Context: an optimization exercise on an open-source flow, tuned for small area. The choices shown serve that exercise and are no tape-out recipe. At most, simulation tests tie the RTL to the original design; equivalence was not proved. No functional check of the RTL was part of runs 1 to 4.

==> flow/design.v (outline; a module is shown in full before it is edited, if it fits) <==
// module goertzel_res: 826 lines
// module dtmf_td: 210 lines
module dtmf_td (
    input  wire        clk,
    input  wire        rst,
    input  wire        s_valid,
    output wire        s_ready,
    input  wire [15:0] s_data,
    input  wire        s_last,
    input  wire [31:0] s_now,
    input  wire [63:0] cfg_thr,
    input  wire [31:0] cfg_min_hold,
    output wire        res_valid,
    output wire        res_hit,
    output wire [3:0]  res_digit,
    output reg  [63:0] res_best,
    output wire        evt_valid,
    output wire [31:0] evt_duration,
    output wire [31:0] evt_timestamp
);
  // ...
==> flow/run.sh <==
#!/bin/bash
# synth_recipe.tcl (not shown) runs the flow's synth.tcl, then flattens the netlist and writes it again
# the make line also repeats each setting of config.mk as NAME=value (left out here)
make -C /OpenROAD-flow-scripts/flow DESIGN_CONFIG=/design/flow/config.mk WORK_HOME=/design/flow/orfs CLKGATE_MAP_FILE= SYNTH_SCRIPT=/design/flow/synth_recipe.tcl finish
==> flow/config.mk <==
export PLATFORM = sky130hd
export DESIGN_NAME = dtmf_td
export DESIGN_NICKNAME = dtmf_td
export VERILOG_FILES = /design/flow/design.v
export SDC_FILE = /design/flow/constraint.sdc
export NUM_CORES = 4
export LEC_CHECK = 0
export CAP_MARGIN = 20
export CORE_MARGIN = 2
export CORE_UTILIZATION = 40
export SLEW_MARGIN = 20
==> flow/constraint.sdc <==
create_clock -name core_clock -period 25.0 [get_ports {clk}]
set_input_delay 5.0000 -clock core_clock [delete_from_list [all_inputs] [get_ports {clk}]]
set_output_delay 5.0000 -clock core_clock [all_outputs]
set_load 0.01 [all_outputs]
==> notes.md, run 1 <==
The run finished with no timing, DRC or antenna violations. The routed wire length came out at between 100000 and 150000 microns. The post-cts gate resize count is 0. The routing layer with the top usage in global route is met2. The share of post-route cells with drive strength above 1 is 0.0820. Summed over all layers, the global routing overflow is 0. The portion of synthesized cell area occupied by the leading cell type came out at 0.250. The clock tree cell share of total cell area came out at 0.0417.

The final weighted congestion in routability-driven placement is between 0.9 and 1. The cell class contributing the biggest share of worst-path delay is adder cells. The highest attainable clock frequency came out at 0.0507 GHz.

The clock buffer instance count of the final layout came out at 60. The portion of the layout cell area used by non-clock buffers came out at 0.0919. The insertion delay to the later sink of the worst-skew pair is 0.58 ns.

No sink is reached through more buffers than the 3 on the longest clock path. The number of nets in the layout came out at 3868. The number of sinks driven by the clock tree came out at slightly above 500. Summing over every cut layer, the via total after detailed routing is 24000.

The library cells used most frequently in the layout, excluding fill and tap cells, are sky130_fd_sc_hd__dfxtp_1, sky130_fd_sc_hd__inv_1, sky130_fd_sc_hd__fa_1. The worst hold path belongs to the class reg2reg. The synthesized-area fraction occupied by adder cells came out at 0.239.

Among all stages on the critical path, the largest delay is contributed by sky130_fd_sc_hd__clkdlybuf4s50_1. The post-CTS repair timing setup buffer count came out at 0. The die outline height is ~290 microns.
==> inputs of run 2 (changes only) <==
==> flow/flow/run.sh (new file) <==
#!/bin/bash
# The standard layout, with two changes to how it is made:
#  - ports are buffered with the smallest buffer (sky130_fd_sc_hd__buf_1);
#  - clock tree synthesis inserts no dummy loads.
set -euo pipefail
export BUFFER_PORTS_ARGS="-buffer_cell sky130_fd_sc_hd__buf_1"
export CTS_ARGS="-sink_clustering_enable -repair_clock_nets -dont_use_dummy_load"
bash standard.sh > standard.log 2>&1
==> flow/standard.sh (new file) <==
#!/bin/bash
# synth_recipe.tcl (not shown) runs the flow's synth.tcl, then flattens the netlist and writes it again
# the make line also repeats each setting of config.mk as NAME=value (left out here)
make -C /OpenROAD-flow-scripts/flow DESIGN_CONFIG=/design/flow/config.mk WORK_HOME=/design/flow/orfs CLKGATE_MAP_FILE= SYNTH_SCRIPT=/design/flow/synth_recipe.tcl "${@:-finish}"
removed: flow/run.sh
==> run 2 against run 1 <==
Against the previous run: still clean on timing, DRC and antenna; die area is the same; utilization down 2.8 points; worst setup slack better by 0.37 ns; critical path depth unchanged; via count decreased by 1.1%; design area fell by 5.9%; worst hold slack worse by 0.042 ns; routed wire length is 1.4% lower; critical path type unchanged; largest cell class unchanged.
==> notes.md, run 2 <==
The flow ran to the end and the layout has no timing, DRC or antenna violations. The finished cells cover roughly 35000 sq um. The top cell type by total area after synthesis is sky130_fd_sc_hd__dfxtp_1.

The endpoint type of the worst setup path is an output pin. Setup repair after global routing left no endpoint under its margin. The CTS buffer count came out at 46.

The critical path starts at now_r[0]. The capturing point of the worst reg2reg path is ring[363]. The number of antenna violations at the first check in global routing is 1.

Clock-pin slew was measured on the worst setup and hold paths at roughly 0.060 ns. The number of cells on the worst reg-to-reg path came out at 66. The number of sinks driven by the clock tree is 519 (unchanged).

The top register by number of flip-flops is ring. The setup path with the least slack is of type reg2out. TritonCTS built the clock tree.

The starting utilization of the core area is 0.402. Counting tap cells, the placed design contains a total of around 4300 instances. The mean routed wirelength per cell came out at about 23 microns. The remaining global-route overflow came out at 0 (unchanged).

The flip-flop count of the largest register after layout is between 300 and 400. The most used flip-flop cell after synthesis is sky130_fd_sc_hd__dfxtp_1. The final weighted congestion in routability-driven placement is 0.937 (-0.70%). The pin count of the biggest net entering global routing is 74. The share of post-route cells with drive strength above 1 is 0.0740 (-0.00803). The post-cts gate resize count is 0 (unchanged). In this run, distinct cell masters in the synthesized netlist total 94. The final cell utilization of the core is 0.446. The clock tree synthesis step divided the H-tree into 2 levels. The max-slew violation count was 0. The clock period minus final worst setup slack is 19.35 ns. The number of synthesis warnings is 1. The maximum count of clock buffers along a single path came out at 3 (unchanged).

The die area came out at slightly above 80000 sq um. The worst hold path begins at ring[302]. The worst min-delay path endpoint is ring[250]. The final-layout worst hold slack is around 0.28 ns. The first-iteration detailed-routing DRC count is ~2200. The total cell area at the placement stage is approximately 34000 sq um. In the post-route analysis, the smallest setup slack over all paths is about 5.7 ns. The area overhead of the layout relative to synthesis is 11.0%.

The number of maximum-capacitance constraint violations came out at 0. The number of storage elements in the synthesis netlist came out at about 520. Measured against its own limit, the worst slew margin works out to 0.267. The top cell types in the final layout, fill and taps aside, are sky130_fd_sc_hd__dfxtp_1, sky130_fd_sc_hd__inv_1, sky130_fd_sc_hd__fa_1. The number of nets in the layout is 3866 (-0.052%). The count of boundary I/O pins is around 280. The most numerous cell type found on the critical path is sky130_fd_sc_hd__fa_1.

The post-CTS repair timing setup buffer count is 0 (unchanged). In the finished design, the share of the clock period the worst path needs comes to 0.774. The die outline height is 285 microns (unchanged).

The commonest cells after synthesis are sky130_fd_sc_hd__dfxtp_1, sky130_fd_sc_hd__inv_1, sky130_fd_sc_hd__fa_1, sky130_fd_sc_hd__a21oi_1, sky130_fd_sc_hd__o22ai_1. The portion of synthesized cell area occupied by the leading cell type came out at 0.250 (unchanged). The delay contributed by the slowest stage of the critical path is between 0.5 and 0.6 ns. The data arrival time of the worst path came out at between 10 and 15 ns. The post-cts hold buffer count came out at 0. The first-pass iteration count of the detailed router is 6. When the netlist entered floorplanning its net count stood at 3640. The cell with the biggest individual delay on the critical path is sky130_fd_sc_hd__fa_1.

The post-route clock skew is between 0.05 and 0.06 ns. The first-pass GRT wire length is 148000 microns. The die is between 200 and 300 microns wide. The pre-CTS setup slack is 6.08 ns. The count of cells along the worst hold path came out at 0. The number of vias in the routed layout came out at 23726 (-1.1%). The sequential share of the synthesized area is 0.368. The final total negative setup slack came out at 0 ns.

The total half-perimeter wirelength after legalization and detailed placement came out at between 70000 and 80000 microns. For this run, asynchronously set or reset flops after synthesis account for 0. The cell area after synthesis is ~32000 sq um.

During placement, the flow inserted port buffers numbering approximately 280. The library cell used most frequently in the layout, excluding fill and tap cells, is sky130_fd_sc_hd__dfxtp_1. The count of final hold-check violations is 0.

In the global route stage, overall resource usage came out at 0.241. The count of non-filler cells in the finished layout is 4377. STA classifies the critical path startpoint as a register. The worst register-to-register path begins at state[1]. The highest attainable clock frequency came out at 0.0517 GHz (+1.9%).

The total area inside the core boundary comes to 78600 sq um. For this run, design rule violations remaining after detail routing come to 0. The via count of the first global-routing pass is around 23000. The count of endpoints failing setup in the final report came out at 0.

The minimum setup slack among reg-to-reg paths is between 5 and 6 ns. The number of vias per cell came out at roughly 5.4. The routed wire length came out at 99400 microns (-1.4%). In this run the clock root is driven by a sky130_fd_sc_hd__clkbuf_16. The insertion delay to the later sink of the worst-skew pair is 0.57 ns (about the same). The slew at the pin closest to its max-slew limit came out at 1.09 ns.

The average size of a mapped cell is around 10 sq um. The count of standard-cell rows came out at just over 100. sky130_fd_sc_hd__dfxtp_1 is the most common cell in the netlist. The count of flip-flops with a built-in enable after synthesis came out at 125. The min-delay analysis places its worst path in the category reg2reg.

The largest registers in the layout are ring (364), res_best (64). Sorting the synthesized cells by area gives the leading types as sky130_fd_sc_hd__dfxtp_1, sky130_fd_sc_hd__fa_1, sky130_fd_sc_hd__edfxtp_1. The worst path required time is 20.00 ns. The maximum fanout count along the critical path is 4. Once detail routing completed, the nets flagged for antenna violations numbered 0. The number of instances in the synthesized netlist is 3102.
-- run 2: cell counts after synthesis --
Identical to the previous run, type by type.
-- run 2: worst max-delay path, delay by kind of cell (launching register included) --
kind | cells | cell delay (ns)
adders and majority gates | 32 | 12.50
and+or+nand+nor | 4 | 0.43
DFF | 1 | 0.41
buffers and inverters | 3 | 0.31
AOI/OAI and AO/OA | 1 | 0.10
-- run 2: layer usage --
layer,global-route usage,vias to the layer above,part of all wire
met2,0.383,1031,0.46
met5,0,-,0
met3,0.0488,201,0.089
li1,-,10842,-
met1,0.325,11652,0.41
met4,0.0895,0,0.037
-- run 2: logic make-up (layout without fill, tap and decap cells) --
family / after synthesis / after routing / share of synthesized area
AOI/OAI and AO/OA: 696 / 696 / 0.140
xor gates and xnor gates: 230 / 230 / 0.0664
adders and majority gates: 428 / 428 / 0.239
buffers and inverters: 548 / 772 / 0.0692
DFF: 519 / 519 / 0.368
muxes: 44 / 44 / 0.0156
other: 0 / 1 / 0
and+or+nand+nor: 637 / 637 / 0.102
-- run 2: how the worst max path moves through the flow --
| stage | slack (ns) | depth (start not counted) | to |
|---|---|---|---|
| final | 5.65 | 40 | evt_valid |
| after global routing | 5.02 | 66 | ring[363] |
| after CTS | 5.62 | 40 | evt_valid |
| after detailed placement | 6.08 | 66 | ring[363] |
| after global placement | 6.23 | 66 | ring[363] |
| after floorplan | 6.77 | 39 | evt_valid |
-- run 2: cell type report --
cell class | count | area [sq um]
flip-flops and latches | 519 | 11600
fillers | 7508 | 43500
repair buffers | 360 | 1640
multi-input cells | 2035 | 18000
clock buffers | 46 | 1150
diodes | 1 | 2.50
well taps | 1050 | 1310
inverters | 366 | 1370
==> inputs of run 3 (changes only) <==
--- a/flow/config.mk
+++ b/flow/config.mk
@@ -10,2 +10,3 @@
 export CORE_UTILIZATION = 40
+export CTS_BUF_LIST = sky130_fd_sc_hd__clkbuf_4
 export SLEW_MARGIN = 20
==> run 3 against run 2 <==
Against the previous run: still clean; worst hold slack unchanged; utilization unchanged; sequential cell count is the same; clock skew unchanged; die area unchanged; sequential share of layout area unchanged; synthesized cell count unchanged; design area did not move.
==> notes.md, run 3 <==
The number of vias in the routed layout is 23726 (unchanged). The core region area came out at 78600 sq um (unchanged). The net count after synthesis is 3640 (unchanged). The number of instances in the synthesized netlist came out at 3102 (unchanged).

The root buffer cell chosen for the clock tree is sky130_fd_sc_hd__clkbuf_16. The most frequently used cell type in the post-synthesis netlist is sky130_fd_sc_hd__dfxtp_1. The post-route clock skew came out at 0.0576 ns (unchanged). The number of distinct library cell variants in the gate-level netlist after synthesis is 94 (unchanged). The number of sinks driven by the clock tree came to 519 (unchanged). The flow ran to the end and the layout has no timing, DRC or antenna violations. The library cell used most frequently in the layout, excluding fill and tap cells, is sky130_fd_sc_hd__dfxtp_1. The number of antenna violations at the first check in global routing was 1 (unchanged). The parity-gate share of the synthesized area counting xor and xnor cells came out at 0.0664 (unchanged). The cell with the biggest individual delay on the critical path is sky130_fd_sc_hd__fa_1. The worst path required time came out at 20.00 ns (about the same). STA classifies the critical path startpoint as a register. The cell count after placement came out at 4330 (unchanged).

The post-synthesis compound-gate area fraction came out at 0.140 (unchanged). The share of flip-flops with an asynchronous set or reset after synthesis came to 0 (unchanged). The data arrival time of the worst path came out at 14.35 ns (about the same). The maximum count of clock buffers along a single path is 3 (unchanged). The count of buffer and inverter cells on the critical path came out at 3 (unchanged). The final worst-path cycle share is 0.774 (unchanged).

The final-layout worst hold slack was 0.276 ns (unchanged). The cell area after synthesis came out at 31600 sq um (unchanged). The clock edge transition at the registers on the reported setup and hold paths came out at 0.06 ns (about the same). The flip-flop count of the largest register after layout is 364 (unchanged). The remaining antenna violation count was 0 (unchanged). The clock period minus final worst setup slack came to 19.35 ns (unchanged). The total cell area at the placement stage came out at 33900 sq um (unchanged). The critical path in this run is classified as reg2out. The final total negative setup slack is 0 ns (unchanged). The max-slew violation count is 0 (unchanged). The final weighted congestion in routability-driven placement is 0.937 (unchanged).

The final design instance area without fill was 35100 sq um (unchanged). The pre-CTS setup slack came out at 6.08 ns (unchanged). The count of non-filler cells in the finished layout is 4377 (unchanged). Ranked by total cell area, the synthesized netlist is headed by sky130_fd_sc_hd__dfxtp_1, sky130_fd_sc_hd__fa_1, sky130_fd_sc_hd__edfxtp_1.

The CTS buffer count came to 46 (unchanged). The number of nets in the layout came out at 3866 (unchanged). The top register by number of flip-flops is ring. The mean routed wirelength per cell is 22.7 microns (unchanged). The final critical-path setup slack came out at 5.65 ns (unchanged).

The worst hold path terminates at ring[250]. The pin count of the biggest net entering global routing was 74 (unchanged). The maximum fanout count along the critical path was 4 (unchanged).

The sequential share of the synthesized area is 0.368 (unchanged). The top cell type by total area after synthesis is sky130_fd_sc_hd__dfxtp_1. The count of final hold-check violations was 0 (unchanged). Leaving out fill and tap cells, the most frequent cells in the layout are sky130_fd_sc_hd__dfxtp_1, sky130_fd_sc_hd__inv_1, sky130_fd_sc_hd__fa_1. After detailed routing, no signal wire sits above met4. The CTS tree is built. The count of endpoints failing setup in the final report is 0 (unchanged). The highest attainable clock frequency came out at 0.0517 GHz (unchanged). The first-iteration detailed-routing DRC count is 2203 (unchanged). The number of vias per cell was 5.42 (unchanged).

The via count of the first global-routing pass came out at 23210 (unchanged). The routed wire length came out at 99400 microns (unchanged). The first-pass iteration count of the detailed router is 6 (unchanged).

The cell class contributing the biggest share of worst-path delay is adder cells. The die outline width came out at 285 microns (unchanged). The post-cts hold buffer count is 0 (unchanged).

The multi-input combinational cell area came to 18000 sq um (unchanged). The share of post-route cells with drive strength above 1 is 0.0740 (unchanged). STA classifies the critical path endpoint as an output pin.

The insertion delay to the later sink of the worst-skew pair came out at 0.57 ns (about the same). The die outline height came to 285 microns (unchanged). The multiplexer share of the synthesized area is 0.0156 (unchanged).

The count of boundary I/O pins came to 284 (unchanged). The die area came to 81300 sq um (unchanged). The portion of synthesized cell area occupied by the leading cell type is 0.250 (unchanged).

The count of buffers inserted at the top-level ports is 283 (unchanged). The total routed wire length on the met1 layer came out at 41200 microns (unchanged). The post-cts gate resize count is 0 (unchanged). The remaining global-route overflow is 0 (unchanged). The delay contributed by the slowest stage of the critical path is 0.57 ns (about the same). The area overhead of the layout relative to synthesis came out at 11.0% (unchanged). The number of cells on the worst reg-to-reg path came out at 66 (unchanged).

The average size of a mapped cell came out at 10.2 sq um (unchanged). Setup repair after global routing left no endpoint under its margin. The count of flip-flops with a built-in enable after synthesis is 125 (unchanged). The minimum setup slack among reg-to-reg paths is 5.93 ns (about the same).

The number of maximum-capacitance constraint violations is 0 (unchanged). The area taken by flip-flops and latches came out at 11600 sq um (unchanged). The fill cell total of the finished layout came out at 7508 (unchanged). The total met3 wirelength after detailed routing came out at 8840 microns (unchanged).

Counting stages on the worst path, the most repeated cell is sky130_fd_sc_hd__fa_1. The count of standard-cell rows came out at 103 (unchanged). The number of storage elements in the synthesis netlist is 519 (unchanged).

The total half-perimeter wirelength after legalization and detailed placement is 74900 microns (unchanged). The flip-flop cell with the highest count after synthesis is sky130_fd_sc_hd__dfxtp_1. The final cell utilization of the core is 0.446 (unchanged). The starting utilization of the core area is 0.402 (unchanged). The worst register-to-register path ends at ring[363]. The post-CTS repair timing setup buffer count came out at 0 (unchanged).

The path class of the tightest hold or removal check is reg2reg. The met2 wirelength from detailed routing was 45800 microns (unchanged). The combinational family with the most area after synthesis is adder cells.

The startpoint of the worst-slack reg-to-reg timing path is state[1]. The slew at the pin closest to its max-slew limit came out at 1.09 ns (unchanged). The count of cells along the worst hold path came out at 0 (unchanged).

The total DRC errors in the routed layout came out at 0 (unchanged). The normalized max-slew margin is 0.267 (unchanged). The global-route usage over all layers is 0.241 (unchanged). The first-pass GRT wire length came out at 148000 microns (unchanged).

The number of H-tree branching levels came to 2 (unchanged). The largest registers in the layout are ring (364), res_best (64). After synthesis, the most frequently instantiated cells are sky130_fd_sc_hd__dfxtp_1, sky130_fd_sc_hd__inv_1, sky130_fd_sc_hd__fa_1, sky130_fd_sc_hd__a21oi_1, sky130_fd_sc_hd__o22ai_1.

The number of synthesis warnings is 1 (unchanged). In this run the most critical hold path is launched from ring[302]. The basic-gate share of the synthesized area counting and, or, nand and nor cells is 0.102 (unchanged). The synthesized-area fraction occupied by adder cells came out at 0.239 (unchanged).
run 3: logic make-up (layout without fill, tap and decap cells):
group                    Yosys count  in the layout
buffers and inverters            548            772
adder cells (fa/ha/maj)          428            428
AO/OA/AOI/OAI                    696            696
flip-flops                       519            519
XOR/XNOR                         230            230
AND/OR/NAND/NOR                  637            637
multiplexers                      44             44
other                              0              1
run 3: how the worst max path moves through the flow:
stage	start	to	slack [ns]	depth (start not counted)
2_1_floorplan	now_r[0]	evt_valid	6.77	39
3_3_place_gp	state[1]	ring[363]	6.23	66
3_5_place_dp	state[1]	ring[363]	6.08	66
4_1_cts	now_r[0]	evt_valid	5.62	40
5_1_grt	state[1]	ring[363]	5.02	66
6_report	now_r[0]	evt_valid	5.65	40
run 3: per-layer routing:
metal  vias to the layer above  GRT usage
met4                         0     0.0895
met3                       201     0.0488
li1                      10842          -
met1                     11652      0.325
met5                         -          0
met2                      1031      0.383
run 3: worst reg2reg max path: cells and delay by family (launching register included):
family	cells	cell delay, ns
mux	1	0.20
xor+xnor	7	1.12
flops	1	0.34
buf+inv	12	1.68
simple gates	4	1.50
compound gates	4	0.58
fa+ha+maj	38	13.42
run 3: final cells by class:
class                   count  area share
multi-input cells        2035       0.512
repair buffers            360      0.0468
well taps                1050      0.0375
diodes                      1   0.0000713
clock buffers              46      0.0328
inverters                 366      0.0392
flip-flops and latches    519       0.332
==> inputs of run 4 (changes only) <==
--- a/flow/config.mk
+++ b/flow/config.mk
@@ -9,4 +9,4 @@
 export CORE_MARGIN = 2
-export CORE_UTILIZATION = 40
-export CTS_BUF_LIST = sky130_fd_sc_hd__clkbuf_4
+export CORE_UTILIZATION = 60
+export CTS_BUF_LIST = sky130_fd_sc_hd__clkbuf_2 sky130_fd_sc_hd__clkbuf_4 sky130_fd_sc_hd__clkbuf_8
 export SLEW_MARGIN = 20
==> run 4 against run 3 <==
Against the previous run: register-to-register slack got worse by 0.25 ns; non-clock buffer count down 10; die area decreased by 33%; global-route usage up 13 points; first-iteration DRC count is 13% higher; critical path depth unchanged; critical endpoint unchanged.
==> notes.md, run 4 <==
The slew at the pin closest to its max-slew limit is 1.16 ns (+0.0642 ns). Among all cell types in the netlist, the one instantiated most often is sky130_fd_sc_hd__dfxtp_1. The endpoint type of the worst setup path is an output pin.

The total cell area at the placement stage came out at 33400 sq um (-1.7%). The top register by number of flip-flops is ring. The worst path required time was 20.00 ns (about the same). The multi-input combinational cell area is 17900 sq um (-0.16%).

In the synthesized netlist the dominant register cell turns out to be sky130_fd_sc_hd__dfxtp_1. The via count of the first global-routing pass came to 24249 (+4.5%). The clock edge transition at the registers on the reported setup and hold paths came out at 0.06 ns (about the same). The final total negative setup slack is 0 ns (unchanged). The normalized max-slew margin is 0.227 (-0.0392). The flip-flop count of the largest register after layout was 364 (unchanged).

The maximum count of clock buffers along a single path is 3 (unchanged). The number of vias in the routed layout is 24602 (+3.7%). The largest individual stage delay along the critical path comes from the cell sky130_fd_sc_hd__fa_1.

The average size of a mapped cell is 10.2 sq um (unchanged). The number of instances in the synthesized netlist was 3102 (unchanged).

Setup repair after global routing left no endpoint under its margin. The synthesized design spends more area on one cell type than any other, namely sky130_fd_sc_hd__dfxtp_1. By area the synthesized netlist is led by sky130_fd_sc_hd__dfxtp_1, sky130_fd_sc_hd__fa_1, sky130_fd_sc_hd__edfxtp_1.

The remaining global-route overflow is 0 (unchanged). The pin count of the biggest net entering global routing is 75 (+1.4%). The count of buffers inserted at the top-level ports is 283 (unchanged). The CTS tree is built.

The routed wire length came out at 101000 microns (+1.9%). The number of sinks driven by the clock tree came out at 519 (unchanged). The portion of synthesized cell area occupied by the leading cell type came out at 0.250 (unchanged). The mean routed wirelength per cell was 25.2 microns (+11%).

The area overhead of the layout relative to synthesis is 9.57%. The post-cts hold buffer count came out at 0 (unchanged). The post-route clock skew is 0.0609 ns (+0.00327 ns). The most numerous cell type found on the critical path is sky130_fd_sc_hd__fa_1.

The count of final hold-check violations came out at 0 (unchanged). The total DRC errors in the routed layout was 0 (unchanged). The post-CTS repair timing setup buffer count is 0 (unchanged). The die area came out at 54500 sq um (-33%).

The data arrival time of the worst path came out at 14.45 ns (+0.10 ns). The sequential share of the synthesized area is 0.368 (unchanged). The largest registers in the layout are ring (364), res_best (64).

The cell count after placement is 3956 (-8.6%). The insertion delay to the later sink of the worst-skew pair is 0.59 ns (+0.02 ns). The CTS buffer count is 49 (+6.5%). The run finished with no timing, DRC or antenna violations. The count of non-filler cells in the finished layout is 4012 (-8.3%). The number of synthesis warnings is 1 (unchanged). The count of standard-cell rows is 84 (-18%).

The clock period minus final worst setup slack is 19.45 ns (+0.101 ns). The starting utilization of the core area is 0.604 (+0.202). The number of antenna violations at the first check in global routing came out at 5 (+4). The worst setup path is of the reg2out kind. The die outline width is 234 microns (-18%).

The fill cell total of the finished layout was 4154 (-45%). The number of distinct library cell variants in the gate-level netlist after synthesis came out at 94 (unchanged). The delay contributed by the slowest stage of the critical path came out at 0.55 ns (-0.02 ns). The count of flip-flops with a built-in enable after synthesis came out at 125 (unchanged). The first-pass GRT wire length is 149000 microns (+0.22%). The maximum fanout count along the critical path came out at 4 (unchanged). Clock tree synthesis selected as its root buffer the cell sky130_fd_sc_hd__clkbuf_16. The count of endpoints failing setup in the final report came out at 0 (unchanged). The first-pass iteration count of the detailed router is 7 (+1).

The remaining antenna violation count is 0 (unchanged). The final worst-path cycle share is 0.778 (+0.00406). The max-slew violation count is 0 (unchanged). The first-iteration detailed-routing DRC count came out at 2488 (+13%). The number of vias per cell is 6.13 (+13%).

The share of flip-flops with an asynchronous set or reset after synthesis is 0 (unchanged). The path category of the worst min-delay check is reg2reg. In the layout the commonest cells are sky130_fd_sc_hd__dfxtp_1, sky130_fd_sc_hd__inv_1, sky130_fd_sc_hd__fa_1.

The total half-perimeter wirelength after legalization and detailed placement came to 75400 microns (+0.68%). The area taken by flip-flops and latches came out at 11600 sq um (unchanged). The highest attainable clock frequency came out at 0.0514 GHz (-0.52%).

The post-cts gate resize count is 0 (unchanged). The final design instance area without fill is 34600 sq um (-1.3%). The core region area was 52300 sq um (-33%). Leaving out fill and tap cells, the most frequent cell in the layout is sky130_fd_sc_hd__dfxtp_1. The number of storage elements in the synthesis netlist came to 519 (unchanged). The global-route usage over all layers is 0.372 (+0.131).

The number of nets in the layout came out at 3859 (-0.18%). The final weighted congestion in routability-driven placement is 1.03 (+10%). The die outline height came out at 234 microns (-18%). In the synthesized netlist, the cells that appear most often are sky130_fd_sc_hd__dfxtp_1, sky130_fd_sc_hd__inv_1, sky130_fd_sc_hd__fa_1, sky130_fd_sc_hd__a21oi_1, sky130_fd_sc_hd__o22ai_1. The number of maximum-capacitance constraint violations came to 0 (unchanged). The cell area after synthesis came out at 31600 sq um (unchanged). The share of post-route cells with drive strength above 1 came out at 0.0723 (-0.00165). The sort of element at the start of the critical path is a register.

The final cell utilization of the core is 0.662 (+0.215). The number of H-tree branching levels came out at 2 (unchanged). The count of boundary I/O pins is 284 (unchanged).

The net count after synthesis is 3640 (unchanged).
-- run 4: layer usage --
layer	vias up	GRT usage	part of all wire
li1	10838	-	-
met1	12032	0.498	0.40
met2	1389	0.566	0.44
met3	343	0.0756	0.096
met4	0	0.209	0.061
met5	-	0	0
-- run 4: path summary, 6_finish.rpt --
path,from,end,slack (ns),cells past startpoint
max,now_r[0],evt_valid,5.55,40
min,ring[258],ring[206],0.30,0
max reg2reg,state[1],ring[363],5.68,64
min reg2reg,ring[258],ring[206],0.30,0
-- run 4: final cells by class --
class / instances / area share
antenna: 5 / 0.000361
multi-input combinational: 2035 / 0.518
clock buffer: 49 / 0.0354
timing repair buffer: 350 / 0.0458
inverter: 366 / 0.0397
sequential: 519 / 0.336
tap: 688 / 0.0249
-- run 4: cell families after synthesis --
| group | count (synthesis) | synth area share |
|---|---|---|
| multiplexers | 44 | 0.0156 |
| adder cells (fa/ha/maj) | 428 | 0.239 |
| AND/OR/NAND/NOR | 637 | 0.102 |
| AO/OA/AOI/OAI | 696 | 0.140 |
| XOR/XNOR | 230 | 0.0664 |
| buffers and inverters | 548 | 0.0692 |
| flip-flops | 519 | 0.368 |
-- run 4: metrics by stage --
step | setup slack (ns) | hold WS, ns
finish | 5.55 | 0.295
global route | 4.79 | 0.306
detailed placement | 5.77 | 0.312
CTS | 5.51 | 0.287
floorplan | 6.77 | 0.310
global placement | 6.11 | 0.310
-- run 4: worst max-delay path, delay by kind of cell (launching register included) --
kind,cells,cell delay (ns)
AOI/OAI and AO/OA,1,0.10
adders and majority gates,32,12.57
buffers and inverters,3,0.33
DFF,1,0.41
and+or+nand+nor,4,0.52
==> module dtmf_td, before the edit <==
module dtmf_td (
    input  wire        clk,
    input  wire        rst,
    input  wire        s_valid,
    output wire        s_ready,
    input  wire [15:0] s_data,
    input  wire        s_last,
    input  wire [31:0] s_now,
    input  wire [63:0] cfg_thr,
    input  wire [31:0] cfg_min_hold,
    output wire        res_valid,
    output wire        res_hit,
    output wire [3:0]  res_digit,
    output reg  [63:0] res_best,
    output wire        evt_valid,
    output wire [31:0] evt_duration,
    output wire [31:0] evt_timestamp
);
    localparam [1:0] S_RUN = 2'd0, S_POST = 2'd1, S_MUL = 2'd2, S_DONE = 2'd3;
    reg  [1:0]   state;
    reg  [2:0]   cnt;      
    reg  [2:0]   ph;       
    reg          first;    
    reg  [4:0]   pc;       
    reg  [363:0] ring;     
    reg  [31:0]  now_r;
    reg  [3:0]   mkl;      
    reg  [2:0]   mkh;      
    wire run  = (state == S_RUN);
    wire post = (state == S_POST);
    wire mul  = (state == S_MUL);
    wire done = (state == S_DONE);
    wire en   = run & s_valid;
    assign s_ready = run & (cnt == 3'd6);
    wire take = s_valid & s_ready;
    reg [15:0] coef;
    always @(*) begin
        case (ph)
            3'd0: coef = 16'd27980;
            3'd1: coef = 16'd26956;
            3'd2: coef = 16'd25701;
            3'd3: coef = 16'd24219;
            3'd4: coef = 16'd19073;
            3'd5: coef = 16'd16325;
            default: coef = 16'd13085;
        endcase
    end
    wire [51:0] head = ring[51:0];
    wire [51:0] tail = ring[363:312];
    wire r1 = post & (cnt == 3'd1);
    wire r2 = post & (cnt == 3'd2);
    wire r3 = post & (cnt == 3'd3);
    wire r4 = post & (cnt == 3'd4);
    wire hold_tail = (post & (cnt == 3'd5)) | mul | done;
    wire        live = en & ~first;            
    wire [25:0] q1_in = head[51:26] & {26{~first}};
    wire [25:0] q2_in = head[25:0] & {26{~first}};
    reg  [15:0] ma;
    reg  [25:0] mb;
    reg  [39:0] z1;
    wire [39:0] z2 = {~head[25:0] & {26{live}}, 14'd0};
    wire [39:0] mr;
    goertzel_res mac (.a(ma), .negm(r1), .b(mb), .z1(z1), .z2(z2), .c14(live), .r(mr));
    always @(*) begin
        ma = (r2 | r3) ? head[51:36] : coef;
        if (r1 | r3)  mb = {{10{head[51]}}, head[51:36]};
        else if (r2)  mb = {{8{head[35]}}, head[35:18]};
        else          mb = q1_in;
        if (r1)       z1 = {{10{head[25]}}, head[25:10], 14'h3fff};    
        else if (r3)  z1 = {{6{head[35]}}, head[35:2]};              
        else if (r2)  z1 = 40'd0;
        else          z1 = {{10{s_data[15]}}, s_data, 14'd0};        
    end
    wire [31:0] pw   = head[51:20];                
    wire [31:0] tpw  = tail[51:20];                
    wire        tinit = r4 & ((ph == 3'd4) | (ph == 3'd0));
    wire [32:0] gch;
    assign gch[0] = 1'b0;
    genvar gi;
    generate for (gi = 0; gi < 32; gi = gi + 1) begin : g_gt
        assign gch[gi+1] = (pw[gi] & ~tpw[gi]) | (pw[gi] & gch[gi]) | (~tpw[gi] & gch[gi]);
    end endgenerate
    wire gt = gch[32];
    wire eq = &(pw ~^ tpw);
    reg [51:0] nhead;
    always @(*) begin
        if (r1)                     nhead = {head[25:10], mr[31:14], head[51:36], 2'b00};   
        else if (r2)                nhead = {head[17:2], mr[33:0], 2'b00};                  
        else if (r3)                nhead = {mr[33] ? 32'd0 : mr[31:0], mr[17:0], 2'b00};   
        else if (r4)                nhead = (tinit | gt) ? head : tail;
        else if (hold_tail)         nhead = tail;
        else if (en)                nhead = {mr[39:14], q1_in};
        else                        nhead = head;
    end
    wire [31:0] madd = res_best[0] ? tpw : 32'd0;
    wire [32:0] mch;
    wire [32:0] msum;
    assign mch[0] = 1'b0;
    generate for (gi = 0; gi < 32; gi = gi + 1) begin : g_msum
        assign msum[gi]  = res_best[32+gi] ^ madd[gi] ^ mch[gi];
        assign mch[gi+1] = (res_best[32+gi] & madd[gi]) | (res_best[32+gi] & mch[gi]) | (madd[gi] & mch[gi]);
    end endgenerate
    assign msum[32] = mch[32];
    reg [3:0] bd;
    always @(*) begin
        if      (mkl[3] & mkh[1]) bd = 4'd0;
        else if (mkl[0] & mkh[0]) bd = 4'd1;
        else if (mkl[0] & mkh[1]) bd = 4'd2;
        else if (mkl[0] & mkh[2]) bd = 4'd3;
        else if (mkl[1] & mkh[0]) bd = 4'd4;
        else if (mkl[1] & mkh[1]) bd = 4'd5;
        else if (mkl[1] & mkh[2]) bd = 4'd6;
        else if (mkl[2] & mkh[0]) bd = 4'd7;
        else if (mkl[2] & mkh[1]) bd = 4'd8;
        else if (mkl[2] & mkh[2]) bd = 4'd9;
        else if (mkl[3] & mkh[0]) bd = 4'd10;
        else                      bd = 4'd11;
    end
    reg         cand_valid;
    reg  [3:0]  cand;
    reg  [31:0] cand_start;
    reg         reported;
    wire [64:0] hch;
    assign hch[0] = 1'b0;
    generate for (gi = 0; gi < 64; gi = gi + 1) begin : g_hit
        assign hch[gi+1] = (res_best[gi] & ~cfg_thr[gi]) | (res_best[gi] & hch[gi]) | (~cfg_thr[gi] & hch[gi]);
    end endgenerate
    wire hit = hch[64];
    wire [32:0] dch;
    wire [31:0] diff;
    assign dch[0] = 1'b1;
    generate for (gi = 0; gi < 32; gi = gi + 1) begin : g_diff
        assign diff[gi]  = now_r[gi] ^ ~cand_start[gi] ^ dch[gi];
        assign dch[gi+1] = (now_r[gi] & ~cand_start[gi]) | (now_r[gi] & dch[gi]) | (~cand_start[gi] & dch[gi]);
    end endgenerate
    wire [32:0] kch;
    assign kch[0] = 1'b1;
    generate for (gi = 0; gi < 32; gi = gi + 1) begin : g_hold
        assign kch[gi+1] = (diff[gi] & ~cfg_min_hold[gi]) | (diff[gi] & kch[gi]) | (~cfg_min_hold[gi] & kch[gi]);
    end endgenerate
    wire hold_ok = dch[32] & kch[32];
    assign res_valid     = done;
    assign res_hit       = hit;
    assign res_digit     = bd;
    assign evt_valid     = done & hit & cand_valid & (cand == bd) & hold_ok & ~reported;
    assign evt_duration  = diff;
    assign evt_timestamp = now_r;
    always @(posedge clk) begin
        ring <= {nhead, ring[363:52]};
        ph   <= (ph == 3'd6) ? 3'd0 : ph + 3'd1;
        if (take) begin
            first <= s_last;
            now_r <= s_now;
        end
        if (mul)
            res_best <= {msum, res_best[31:1]};
        else
            res_best <= {32'd0, pw};
        pc <= mul ? pc + 5'd1 : 5'd0;
        if (r4) begin
            if (ph >= 3'd4) begin
                if (tinit)   mkh <= 3'b001;
                else if (gt) mkh <= 3'd1 << (ph - 3'd4);
                else if (eq) mkh <= mkh | (3'd1 << (ph - 3'd4));
            end else begin
                if (tinit)   mkl <= 4'b0001;
                else if (gt) mkl <= 4'd1 << ph;
                else if (eq) mkl <= mkl | (4'd1 << ph);
            end
        end
        case (state)
            S_RUN: begin
                if (en)
                    cnt <= (cnt == 3'd6) ? 3'd0 : cnt + 3'd1;
                if (take & s_last)
                    state <= S_POST;
            end
            S_POST: begin
                if (ph == 3'd3 && cnt != 3'd5)
                    cnt <= cnt + 3'd1;
                if (cnt == 3'd5 && ph == 3'd6) begin
                    state <= S_MUL;
                    cnt   <= 3'd0;
                end
            end
            S_MUL:  if (pc == 5'd31) state <= S_DONE;
            S_DONE: begin
                state <= S_RUN;
                if (!hit) begin
                    cand_valid <= 1'b0;
                    reported   <= 1'b0;
                end else if (!cand_valid || cand != bd) begin
                    cand_valid <= 1'b1;
                    cand       <= bd;
                    cand_start <= now_r;
                    reported   <= 1'b0;
                end else if (hold_ok && !reported)
                    reported <= 1'b1;
            end
        endcase
        if (rst) begin
            state      <= S_RUN;
            cnt        <= 3'd0;
            ph         <= 3'd0;
            first      <= 1'b1;
            cand_valid <= 1'b0;
            reported   <= 1'b0;
        end
    end
endmodule
==> inputs of run 5 (changes only) <==
--- a/flow/design.v
+++ b/flow/design.v
@@ -849,5 +849,6 @@
     reg          first;    
-    reg  [4:0]   pc;       
+    reg  [5:0]   pc;       
     reg  [363:0] ring;     
     reg  [31:0]  now_r;
+    reg  [31:0]  ml;       
     reg  [3:0]   mkl;      
@@ -855,5 +856,2 @@
     wire run  = (state == S_RUN);
-    wire post = (state == S_POST);
-    wire mul  = (state == S_MUL);
-    wire done = (state == S_DONE);
     wire en   = run & s_valid;
@@ -861,12 +859,12 @@
     wire take = s_valid & s_ready;
-    reg [15:0] coef;
+    reg signed [15:0] coef;
     always @(*) begin
         case (ph)
-            3'd0: coef = 16'd27980;
-            3'd1: coef = 16'd26956;
-            3'd2: coef = 16'd25701;
-            3'd3: coef = 16'd24219;
-            3'd4: coef = 16'd19073;
-            3'd5: coef = 16'd16325;
-            default: coef = 16'd13085;
+            3'd0: coef = 16'sd27980;
+            3'd1: coef = 16'sd26956;
+            3'd2: coef = 16'sd25701;
+            3'd3: coef = 16'sd24219;
+            3'd4: coef = 16'sd19073;
+            3'd5: coef = 16'sd16325;
+            default: coef = 16'sd13085;
         endcase
@@ -874,30 +872,48 @@
     wire [51:0] head = ring[51:0];
-    wire [51:0] tail = ring[363:312];
-    wire r1 = post & (cnt == 3'd1);
-    wire r2 = post & (cnt == 3'd2);
-    wire r3 = post & (cnt == 3'd3);
-    wire r4 = post & (cnt == 3'd4);
-    wire hold_tail = (post & (cnt == 3'd5)) | mul | done;
-    wire        live = en & ~first;            
-    wire [25:0] q1_in = head[51:26] & {26{~first}};
-    wire [25:0] q2_in = head[25:0] & {26{~first}};
-    reg  [15:0] ma;
-    reg  [25:0] mb;
-    reg  [39:0] z1;
-    wire [39:0] z2 = {~head[25:0] & {26{live}}, 14'd0};
-    wire [39:0] mr;
-    goertzel_res mac (.a(ma), .negm(r1), .b(mb), .z1(z1), .z2(z2), .c14(live), .r(mr));
+    wire r1 = (state == S_POST) && (pc < 6'd7);
+    wire r2 = (state == S_POST) && (pc >= 6'd7) && (pc < 6'd14);
+    wire r3 = (state == S_POST) && (pc >= 6'd14) && (pc < 6'd21);
+    wire r4 = (state == S_POST) && (pc >= 6'd21);
+    wire signed [25:0] q1_in = first ? 26'sd0 : head[51:26];
+    wire signed [25:0] q2_in = first ? 26'sd0 : head[25:0];
+    reg         [15:0] ma;
+    reg                ng;
+    reg         [25:0] mb;
+    reg         [39:0] z1;
+    wire        [39:0] z2 = {~q2_in, 14'd0};
+    wire               c14 = en;
+    wire        [39:0] mr;
+    goertzel_res mac (.a(ma), .negm(ng), .b(mb), .z1(z1), .z2(en ? z2 : 40'd0), .c14(c14), .r(mr));
     always @(*) begin
-        ma = (r2 | r3) ? head[51:36] : coef;
-        if (r1 | r3)  mb = {{10{head[51]}}, head[51:36]};
-        else if (r2)  mb = {{8{head[35]}}, head[35:18]};
-        else          mb = q1_in;
-        if (r1)       z1 = {{10{head[25]}}, head[25:10], 14'h3fff};    
-        else if (r3)  z1 = {{6{head[35]}}, head[35:2]};              
-        else if (r2)  z1 = 40'd0;
-        else          z1 = {{10{s_data[15]}}, s_data, 14'd0};        
+        ng = 1'b0;
+        if (r1) begin
+            ma = coef;
+            ng = 1'b1;
+            mb = {{10{head[51]}}, head[51:36]};
+            z1 = {{10{head[25]}}, head[25:10], 14'h3fff};
+        end else if (r2) begin
+            ma = head[35:20];
+            mb = {{8{head[19]}}, head[19:2]};
+            z1 = 40'd0;
+        end else if (r3) begin
+            ma = head[51:36];
+            mb = {{10{head[51]}}, head[51:36]};
+            z1 = {{6{head[35]}}, head[35:2]};
+        end else begin
+            ma = coef;
+            mb = q1_in;
+            z1 = {{10{s_data[15]}}, s_data, 14'd0};
+        end
     end
-    wire [31:0] pw   = head[51:20];                
-    wire [31:0] tpw  = tail[51:20];                
-    wire        tinit = r4 & ((ph == 3'd4) | (ph == 3'd0));
+    reg [51:0] nhead;
+    always @(*) begin
+        if (r1)      nhead = {head[51:36], head[25:10], mr[31:14], 2'b00};
+        else if (r2) nhead = {head[51:36], mr[33:0], 2'b00};
+        else if (r3) nhead = {mr[33] ? 32'd0 : mr[31:0], 20'd0};
+        else if (en) nhead = {mr[39:14], q1_in};
+        else         nhead = head;
+    end
+    wire [31:0] pw  = head[51:20];
+    wire        grp = (ph >= 3'd4);
+    wire [31:0] cur = grp ? res_best[31:0] : ml;
     wire [32:0] gch;
@@ -906,17 +922,7 @@
     generate for (gi = 0; gi < 32; gi = gi + 1) begin : g_gt
-        assign gch[gi+1] = (pw[gi] & ~tpw[gi]) | (pw[gi] & gch[gi]) | (~tpw[gi] & gch[gi]);
+        assign gch[gi+1] = (pw[gi] & ~cur[gi]) | (pw[gi] & gch[gi]) | (~cur[gi] & gch[gi]);
     end endgenerate
-    wire gt = gch[32];
-    wire eq = &(pw ~^ tpw);
-    reg [51:0] nhead;
-    always @(*) begin
-        if (r1)                     nhead = {head[25:10], mr[31:14], head[51:36], 2'b00};   
-        else if (r2)                nhead = {head[17:2], mr[33:0], 2'b00};                  
-        else if (r3)                nhead = {mr[33] ? 32'd0 : mr[31:0], mr[17:0], 2'b00};   
-        else if (r4)                nhead = (tinit | gt) ? head : tail;
-        else if (hold_tail)         nhead = tail;
-        else if (en)                nhead = {mr[39:14], q1_in};
-        else                        nhead = head;
-    end
-    wire [31:0] madd = res_best[0] ? tpw : 32'd0;
+    wire        gt  = gch[32];
+    wire        eq  = &(pw ~^ cur);
+    wire [31:0] madd = res_best[0] ? ml : 32'd0;
     wire [32:0] mch;
@@ -953,5 +959,5 @@
     end endgenerate
-    wire hit = hch[64];
+    wire        hit = hch[64];
     wire [32:0] dch;
-    wire [31:0] diff;
+    wire [32:0] diff;
     assign dch[0] = 1'b1;
@@ -961,2 +967,3 @@
     end endgenerate
+    assign diff[32] = ~dch[32];
     wire [32:0] kch;
@@ -966,3 +973,4 @@
     end endgenerate
-    wire hold_ok = dch[32] & kch[32];
+    wire        hold_ok = dch[32] & kch[32];
+    wire        done    = (state == S_DONE);
     assign res_valid     = done;
@@ -971,3 +979,3 @@
     assign evt_valid     = done & hit & cand_valid & (cand == bd) & hold_ok & ~reported;
-    assign evt_duration  = diff;
+    assign evt_duration  = diff[31:0];
     assign evt_timestamp = now_r;
@@ -976,2 +984,4 @@
         ph   <= (ph == 3'd6) ? 3'd0 : ph + 3'd1;
+        if (en)
+            cnt <= (cnt == 3'd6) ? 3'd0 : cnt + 3'd1;
         if (take) begin
@@ -980,16 +990,26 @@
         end
-        if (mul)
+        pc <= pc + 6'd1;
+        if (state == S_MUL)
             res_best <= {msum, res_best[31:1]};
-        else
-            res_best <= {32'd0, pw};
-        pc <= mul ? pc + 5'd1 : 5'd0;
-        if (r4) begin
-            if (ph >= 3'd4) begin
-                if (tinit)   mkh <= 3'b001;
-                else if (gt) mkh <= 3'd1 << (ph - 3'd4);
+        else begin
+            res_best[63:32] <= 32'd0;
+            if (run)
+                res_best[31:0] <= 32'd0;
+            else if (r4 & grp & gt)
+                res_best[31:0] <= pw;
+        end
+        if (run) begin
+            ml  <= 32'd0;
+            mkl <= 4'd0;
+            mkh <= 3'd0;
+        end else if (r4) begin
+            if (grp) begin
+                if (gt)      mkh <= 3'd1 << (ph - 3'd4);
                 else if (eq) mkh <= mkh | (3'd1 << (ph - 3'd4));
             end else begin
-                if (tinit)   mkl <= 4'b0001;
-                else if (gt) mkl <= 4'd1 << ph;
-                else if (eq) mkl <= mkl | (4'd1 << ph);
+                if (gt) begin
+                    ml  <= pw;
+                    mkl <= 4'd1 << ph;
+                end else if (eq)
+                    mkl <= mkl | (4'd1 << ph);
             end
@@ -997,17 +1017,5 @@
         case (state)
-            S_RUN: begin
-                if (en)
-                    cnt <= (cnt == 3'd6) ? 3'd0 : cnt + 3'd1;
-                if (take & s_last)
-                    state <= S_POST;
-            end
-            S_POST: begin
-                if (ph == 3'd3 && cnt != 3'd5)
-                    cnt <= cnt + 3'd1;
-                if (cnt == 3'd5 && ph == 3'd6) begin
-                    state <= S_MUL;
-                    cnt   <= 3'd0;
-                end
-            end
-            S_MUL:  if (pc == 5'd31) state <= S_DONE;
+            S_RUN:  if (take & s_last) begin state <= S_POST; pc <= 6'd0; end
+            S_POST: if (pc == 6'd27) begin state <= S_MUL; pc <= 6'd0; end
+            S_MUL:  if (pc == 6'd31) state <= S_DONE;
             S_DONE: begin
==> flow/run.sh (new file) <==
#!/bin/bash
# synth_recipe.tcl (not shown) runs the flow's synth.tcl, then flattens the netlist and writes it again
# the make line also repeats each setting of config.mk as NAME=value (left out here)
make -C /OpenROAD-flow-scripts/flow DESIGN_CONFIG=/design/flow/config.mk WORK_HOME=/design/flow/orfs CLKGATE_MAP_FILE= SYNTH_SCRIPT=/design/flow/synth_recipe.tcl finish
--- a/flow/config.mk
+++ b/flow/config.mk
@@ -9,4 +9,3 @@
 export CORE_MARGIN = 2
-export CORE_UTILIZATION = 60
-export CTS_BUF_LIST = sky130_fd_sc_hd__clkbuf_2 sky130_fd_sc_hd__clkbuf_4 sky130_fd_sc_hd__clkbuf_8
+export CORE_UTILIZATION = 40
 export SLEW_MARGIN = 20
removed: flow/flow/run.sh
removed: flow/standard.sh
==> run 5 against run 4 <==
Against the previous run: critical path depth unchanged; worst hold slack improved by 0.016 ns; highest routed layer unchanged; critical endpoint unchanged.
==> notes.md, run 5 <==
The run finished with no timing, DRC or antenna violations. In the layout the commonest cells are sky130_fd_sc_hd__dfxtp_1, sky130_fd_sc_hd__inv_1, sky130_fd_sc_hd__fa_1. The clock period minus final worst setup slack is 20.05 ns (+0.601 ns). The count of boundary I/O pins is 284 (unchanged). The critical path is of the reg2out type. The number of synthesis warnings came to 1 (unchanged).

The cell area after synthesis is 32500 sq um (+2.7%). The count of buffers inserted at the top-level ports is 283 (unchanged). The sequential share of the synthesized area is 0.371 (+0.00299).

The cell count after placement came out at 4363 (+10%). The count of buffer and inverter cells on the critical path is 3 (unchanged). The global-route usage over all layers is 0.245 (-0.127). The total cell area at the placement stage is 36500 sq um (+9.5%). The first-pass GRT wire length is 154000 microns (+3.6%). The number of H-tree branching levels is 2 (unchanged). The die outline height is 289 microns (+24%). The number of vias per cell came out at 5.49 (-10%). The largest registers in the layout are ring (364), res_best (64).

The max-slew violation count came out at 0 (unchanged). The count of standard-cell rows came out at 104 (+24%). Setup repair after global routing left no endpoint under its margin. The library cell used most frequently in the layout, excluding fill and tap cells, is sky130_fd_sc_hd__dfxtp_1.

The post-cts hold buffer count came out at 0 (unchanged). Compared with the post-synthesis result, the final layout area differs by 18.0%. Among all flip-flop cells after synthesis, the most frequent one is sky130_fd_sc_hd__dfxtp_1. The data arrival time of the worst path is 15.05 ns (+0.60 ns). The count of flip-flops with a built-in enable after synthesis came out at 100 (-20%). The maximum count of clock buffers along a single path came out at 3 (unchanged). The remaining global-route overflow came out at 0 (unchanged). The worst path required time came to 20.00 ns (about the same).

The share of post-route cells with drive strength above 1 is 0.0803 (+0.00803). The routed wire length is 104000 microns (+2.3%). The post-cts gate resize count was 0 (unchanged).

The highest layer touched by signal routing is met4. The insertion delay to the later sink of the worst-skew pair came out at 0.59 ns (about the same). ring holds more flip-flops than any other register. The buffer type at the clock tree root is sky130_fd_sc_hd__clkbuf_16. The highest attainable clock frequency was 0.0499 GHz (-3.0%). The final total negative setup slack is 0 ns (unchanged). The post-CTS repair timing setup buffer count came to 0 (unchanged). The CTS buffer count is 53 (+8.2%). STA classifies the critical path endpoint as an output pin. The total half-perimeter wirelength after legalization and detailed placement is 75200 microns (-0.18%). The path category of the worst min-delay check is reg2reg.

The slowest stage of the critical path belongs to the cell sky130_fd_sc_hd__clkdlybuf4s50_1. The net count after synthesis is 3659 (+0.52%). Counting stages on the worst path, the most repeated cell is sky130_fd_sc_hd__fa_1. The normalized max-slew margin was 0.230 (+0.00266). The starting utilization of the core area was 0.404 (-0.200). The number of distinct library cell variants in the gate-level netlist after synthesis came to 102 (+8.5%). The count of non-filler cells in the finished layout is 4459 (+11%).

The number of vias in the routed layout is 24490 (-0.46%). The final weighted congestion in routability-driven placement is 0.953 (-7.9%). The cell class contributing the biggest share of worst-path delay is adder cells. The number of cells on the worst reg-to-reg path is 62 (-3.1%).

The average size of a mapped cell came out at 10.4 sq um (+1.9%). The count of final hold-check violations is 0 (unchanged). The core region area came to 80400 sq um (+54%). The total DRC errors in the routed layout came out at 0 (unchanged). The delay contributed by the slowest stage of the critical path is 0.57 ns (+0.02 ns).

The clock edge transition at the registers on the reported setup and hold paths came out at 0.07 ns (about the same). The number of nets in the layout came out at 3892 (+0.86%). The number of instances in the synthesized netlist is 3125 (+0.74%). The final design instance area without fill was 38300 sq um (+11%). The pin count of the biggest net entering global routing is 98 (+31%). The portion of synthesized cell area occupied by the leading cell type came out at 0.279 (+0.0292). The total met3 wirelength after detailed routing is 8810 microns (-9.5%). The final-layout worst hold slack was 0.311 ns (+0.0162 ns). The total routed wire length on the met1 layer is 44200 microns (+9.1%).

The share of flip-flops with an asynchronous set or reset after synthesis is 0 (unchanged). The mean routed wirelength per cell is 23.2 microns (-8.0%). The number of antenna violations at the first check in global routing is 2 (-3). The final cell utilization of the core is 0.476 (-0.185). The top cell type by total area after synthesis is sky130_fd_sc_hd__dfxtp_1. The post-route clock skew is 0.0235 ns (-0.0374 ns). The via count of the first global-routing pass came to 24084 (-0.68%). The sort of element at the start of the critical path is a register. The flip-flop count of the largest register after layout is 364 (unchanged).

The die area was 83400 sq um (+53%). The final critical-path setup slack came out at 4.95 ns (-0.601 ns).

The fill cell total of the finished layout is 7494 (+80%). The met2 wirelength from detailed routing is 46000 microns (+2.7%). The remaining antenna violation count was 0 (unchanged). The pre-CTS setup slack was 5.57 ns (-0.200 ns). The maximum fanout count along the critical path is 3 (-1). The final worst-path cycle share is 0.802 (+0.0241). The most frequently used cell type in the post-synthesis netlist is sky130_fd_sc_hd__dfxtp_1. By count the netlist is led by sky130_fd_sc_hd__dfxtp_1, sky130_fd_sc_hd__inv_1, sky130_fd_sc_hd__fa_1, sky130_fd_sc_hd__nand2_1, sky130_fd_sc_hd__o22ai_1. The number of storage elements in the synthesis netlist is 552 (+6.4%). The CTS tree is built. The first-pass iteration count of the detailed router was 7 (unchanged). The first-iteration detailed-routing DRC count is 2252 (-9.5%).

The count of endpoints failing setup in the final report is 0 (unchanged). The slew at the pin closest to its max-slew limit is 1.15 ns (-0.00398 ns). The count of cells along the worst hold path is 0 (unchanged). The number of maximum-capacitance constraint violations is 0 (unchanged). By area the synthesized netlist is led by sky130_fd_sc_hd__dfxtp_1, sky130_fd_sc_hd__fa_1, sky130_fd_sc_hd__edfxtp_1. The die outline width came out at 289 microns (+24%).

The number of sinks driven by the clock tree is 552 (+6.4%). The total stage count of the critical path is 40 (unchanged).
-- run 5: changes by cell type after synthesis, moves of 21 or more --
cell	before	now
sky130_fd_sc_hd__a21oi_1	209	129
sky130_fd_sc_hd__mux2i_1	12	80
sky130_fd_sc_hd__dfxtp_1	394	452
sky130_fd_sc_hd__nand2_1	165	208
sky130_fd_sc_hd__nor2_1	148	108
sky130_fd_sc_hd__nand3b_1	38	5
sky130_fd_sc_hd__mux2_2	31	1
sky130_fd_sc_hd__o21ai_0	93	119
sky130_fd_sc_hd__edfxtp_1	125	100
sky130_fd_sc_hd__o221ai_1	5	30
sky130_fd_sc_hd__o22ai_1	172	193
-- run 5: cells by family after synthesis --
kind of cell	synth area share
AOI/OAI and AO/OA	0.156
and+or+nand+nor	0.0872
buffers and inverters	0.0689
DFF	0.371
adders and majority gates	0.228
xor gates and xnor gates	0.0616
muxes	0.0266
-- run 5: metal layers --
metal  GRT usage  vias to the layer above
met5           0                        -
met4       0.100                        0
met3      0.0405                      271
met2       0.384                     1228
met1       0.338                    11894
li1            -                    11097
-- run 5: final timing paths --
path | from | end | slack (ns)
worst max-delay path | now_r[0] | evt_valid | 4.95
worst min-delay path | ring[135] | ring[83] | 0.31
worst max register to register | state[1] | ring[363] | 7.57
worst min register to register | ring[135] | ring[83] | 0.31
-- run 5: final cells by class --
class / count / area [sq um] / share of cell area
multi-input combinational: 2021 / 18300 / 0.478
clock buffer: 71 / 1560 / 0.0407
timing repair buffer: 375 / 3520 / 0.0920
clock inverter: 24 / 211 / 0.00552
tap: 1060 / 1330 / 0.0346
antenna: 1 / 2.50 / 0.0000653
inverter: 355 / 1330 / 0.0348
sequential: 552 / 12100 / 0.315

## static timing again, ports no longer ideal
The results above use ideal ports. As a check the final layouts listed here were re-extracted and re-timed, cells and wires unchanged.
Step 1: set_driving_cell puts a clkbuf_16 on clk and a buf_2 on each other input, an assumption about the parent block.
Step 2 also shifts input and output timing later by t, the mid clock arrival at the registers, as if the neighbouring blocks saw the same clock.
a / b / c = ideal / step 1 / step 2; a / b = the first two.
| run | shift t [ns] | setup slack, ns | clock arrival spread, ns |
|---|---|---|---|
| run 1 | 0.631 | 5.282 / 5.221 / 5.851 | 0.022 / 0.023 |
| run 2 | 0.603 | 5.655 / 5.597 / 5.929 | 0.059 / 0.059 |
| run 3 | 0.603 | 5.655 / 5.597 / 5.929 | 0.059 / 0.059 |
| run 4 | 0.625 | 5.553 / 5.488 / 5.682 | 0.062 / 0.061 |
| run 5 | 0.639 | 4.952 / 4.892 / 5.531 | 0.023 / 0.023 |
After both steps setup and hold are still met in every run listed.
